Background: an optimization exercise with open tools, aiming at small area, a short achievable clock period and few clock cycles per item. Do not read the settings as production practice.

Setup of JK:
==> flow/design.v <==
module gf2_rank (
    input  wire         clk,
    input  wire         rst,
    input  wire         start,
    input  wire [4:0]   rows_in,
    input  wire [5:0]   cols_in,
    output wire         ready,
    input  wire         row_valid,
    input  wire [31:0]  row_in,       
    output wire         row_ready,
    output reg          done,
    output wire [2:0]   err,
    output wire [5:0]   rank_out
);
    localparam NMAX = 32;
    localparam [NMAX-1:0] CUT = (32'd1 << 3) | (32'd1 << 9) | (32'd1 << 15) | (32'd1 << 21) | (32'd1 << 27);
    reg        busy;                       
    reg        loading;                    
    reg  [4:0] rem;                        
    reg        bad_r;                      
    reg  [4:0] cnt;                        
    reg  [NMAX-1:0] valid;                 
    assign ready     = ~busy;
    assign row_ready = loading;
    assign err       = {1'b0, bad_r, bad_r};
    assign rank_out  = {1'b0, cnt};
    wire take      = row_valid & loading;
    wire take_last = take & (rem == 5'd1);
    wire [NMAX*(NMAX+1)-1:0] rbus;
    wire [NMAX:0] lbus, pbus, ebus;
    assign rbus[NMAX-1:0] = row_in;
    assign lbus[0] = take;
    assign pbus[0] = take;
    assign ebus[0] = take_last;
    genvar c;
    generate
        for (c = 0; c < NMAX; c = c + 1) begin : col
            wire [NMAX-1:0] rin;
            wire            lin, pin, ein;
            if (c > 0 && CUT[c]) begin : pipe
                reg [NMAX-1:0] r;
                reg            l, p, e;
                always @(posedge clk) begin
                    r <= rbus[NMAX*c +: NMAX];
                    if (rst) begin
                        l <= 1'b0;
                        p <= 1'b0;
                        e <= 1'b0;
                    end else begin
                        l <= lbus[c];
                        p <= pbus[c];
                        e <= ebus[c];
                    end
                end
                assign rin = r;
                assign lin = l;
                assign pin = p;
                assign ein = e;
            end else begin : thru
                assign rin = rbus[NMAX*c +: NMAX];
                assign lin = lbus[c];
                assign pin = pbus[c];
                assign ein = ebus[c];
            end
            reg  [NMAX-1:0] slot;
            wire [NMAX-1:0] hi  = ~((32'd2 << c) - 32'd1);
            wire            hit = rin[c];
            wire            put = lin & hit & ~valid[c];
            wire            red = hit & valid[c];
            always @(posedge clk)
                if (put)
                    slot <= rin & hi;
            assign rbus[NMAX*(c+1) +: NMAX] = rin ^ ({NMAX{red}} & slot & hi);
            assign lbus[c+1] = lin & ~(hit & ~valid[c]);
            assign pbus[c+1] = pin;
            assign ebus[c+1] = ein;
            always @(posedge clk)
                if (start)
                    valid[c] <= (cols_in <= c);
                else if (put)
                    valid[c] <= 1'b1;
        end
    endgenerate
    wire stored = pbus[NMAX] & ~lbus[NMAX];
    wire fin    = ebus[NMAX];
    always @(posedge clk) begin
        if (rst) begin
            busy    <= 1'b0;
            loading <= 1'b0;
            done    <= 1'b0;
        end else begin
            done <= (start && rows_in == 5'd0) || fin;
            if (start) begin
                busy    <= (rows_in != 5'd0);
                loading <= (rows_in != 5'd0);
            end else begin
                if (fin)
                    busy <= 1'b0;
                if (take_last)
                    loading <= 1'b0;
            end
        end
        if (start) begin
            rem   <= rows_in;
            bad_r <= (rows_in > 5'd16) || (cols_in > 6'd32);
        end else if (take) begin
            rem   <= rem - 5'd1;
        end
        if (start || bad_r)
            cnt <= 5'd0;
        else
            cnt <= cnt + {4'd0, stored};
    end
endmodule
make LEC_CHECK=0 CAP_MARGIN=20 CORE_MARGIN=2 CORE_UTILIZATION=30 SLEW_MARGIN=20 finish   # period 12.0 ns
run.sh (not shown) runs the stock make flow with config.mk's settings and CLKGATE_MAP_FILE= SYNTH_SCRIPT=/design/flow/synth_recipe.tcl, a recipe that flattens the netlist after the stock synthesis.
JK reached the final stage; the timing, design-rule and antenna checks on its layout passed.
For MS, these inputs were changed with respect to JK:
--- a/flow/design.v
+++ b/flow/design.v
@@ -13,7 +13,7 @@
     output wire [5:0]   rank_out
 );
     localparam NMAX = 32;
-    localparam [NMAX-1:0] CUT = (32'd1 << 3) | (32'd1 << 9) | (32'd1 << 15) | (32'd1 << 21) | (32'd1 << 27);
+    localparam [NMAX-1:0] CUT = (32'd1 << 3) | (32'd1 << 12) | (32'd1 << 22);
     reg        busy;                       
     reg        loading;                    
     reg  [4:0] rem;                        
[summary]
- MS completed every stage of the flow, and the final layout passed the timing, design-rule and antenna checks.
- Of MS and JK, the higher post-detailed-routing wire length belongs to JK.
- For MS, the cell with the largest stage delay on the worst path was sky130_fd_sc_hd__nor4_4, unlike JK, where it was sky130_fd_sc_hd__and2_2.
- Area growth from synthesis to layout in MS vs JK: up 0.46 points
- Looking only at die footprint, and setting everything else aside, the lower value of MS and JK goes to MS.
- On switching part of the total: between MS and JK, it ends up lower for JK.
- Measured against each other, MS and JK differ in layout cell share with drive strength beyond 1, the lower figure coming from MS.
- Global-route usage (MS over JK): decrease, 0.47 points
- Going from JK to MS, chip width -5.7 um; sequential share of layout area lower; total via count after detailed routing lost 711.
- Going from JK to MS, routed metal-1 wire length shows a reduction of about 7%; length of the first detailed-routing pass in iterations increased 2; area of the multi-input gates went down by 290 um^2.
Function was not checked in any run of this note: the RTL went through the layout flow alone.

static timing again, ports no longer ideal:
Ports are ideal in the flow. The routed layouts listed here were re-timed in OpenROAD. Step 1 sets driving cells, clkbuf_16 on the clock port and buf_2 on the other inputs (assumed; they add their load-dependent delay and slew). Step 2 times the ports against the registers' clock, not the clock port: input delays grow and output delays shrink by t, the midpoint of the rising clock arrivals with the driver on. Slacks: ideal ports / drivers / drivers and shift; pairs: ideal ports / drivers.
run	t, ns	setup slack, ns	worst setup path after step 2	cell pins on the clock port's net
JK	0.704	7.085 / 7.084 / 6.381	input to register	1
MS	0.688	5.272 / 5.272 / 5.272	register to register	1
After both steps setup and hold are still met in every run listed. For JK, which loses most, drivers alone change the setup slack by -0.001 ns; drivers and shift together by -0.704 ns.
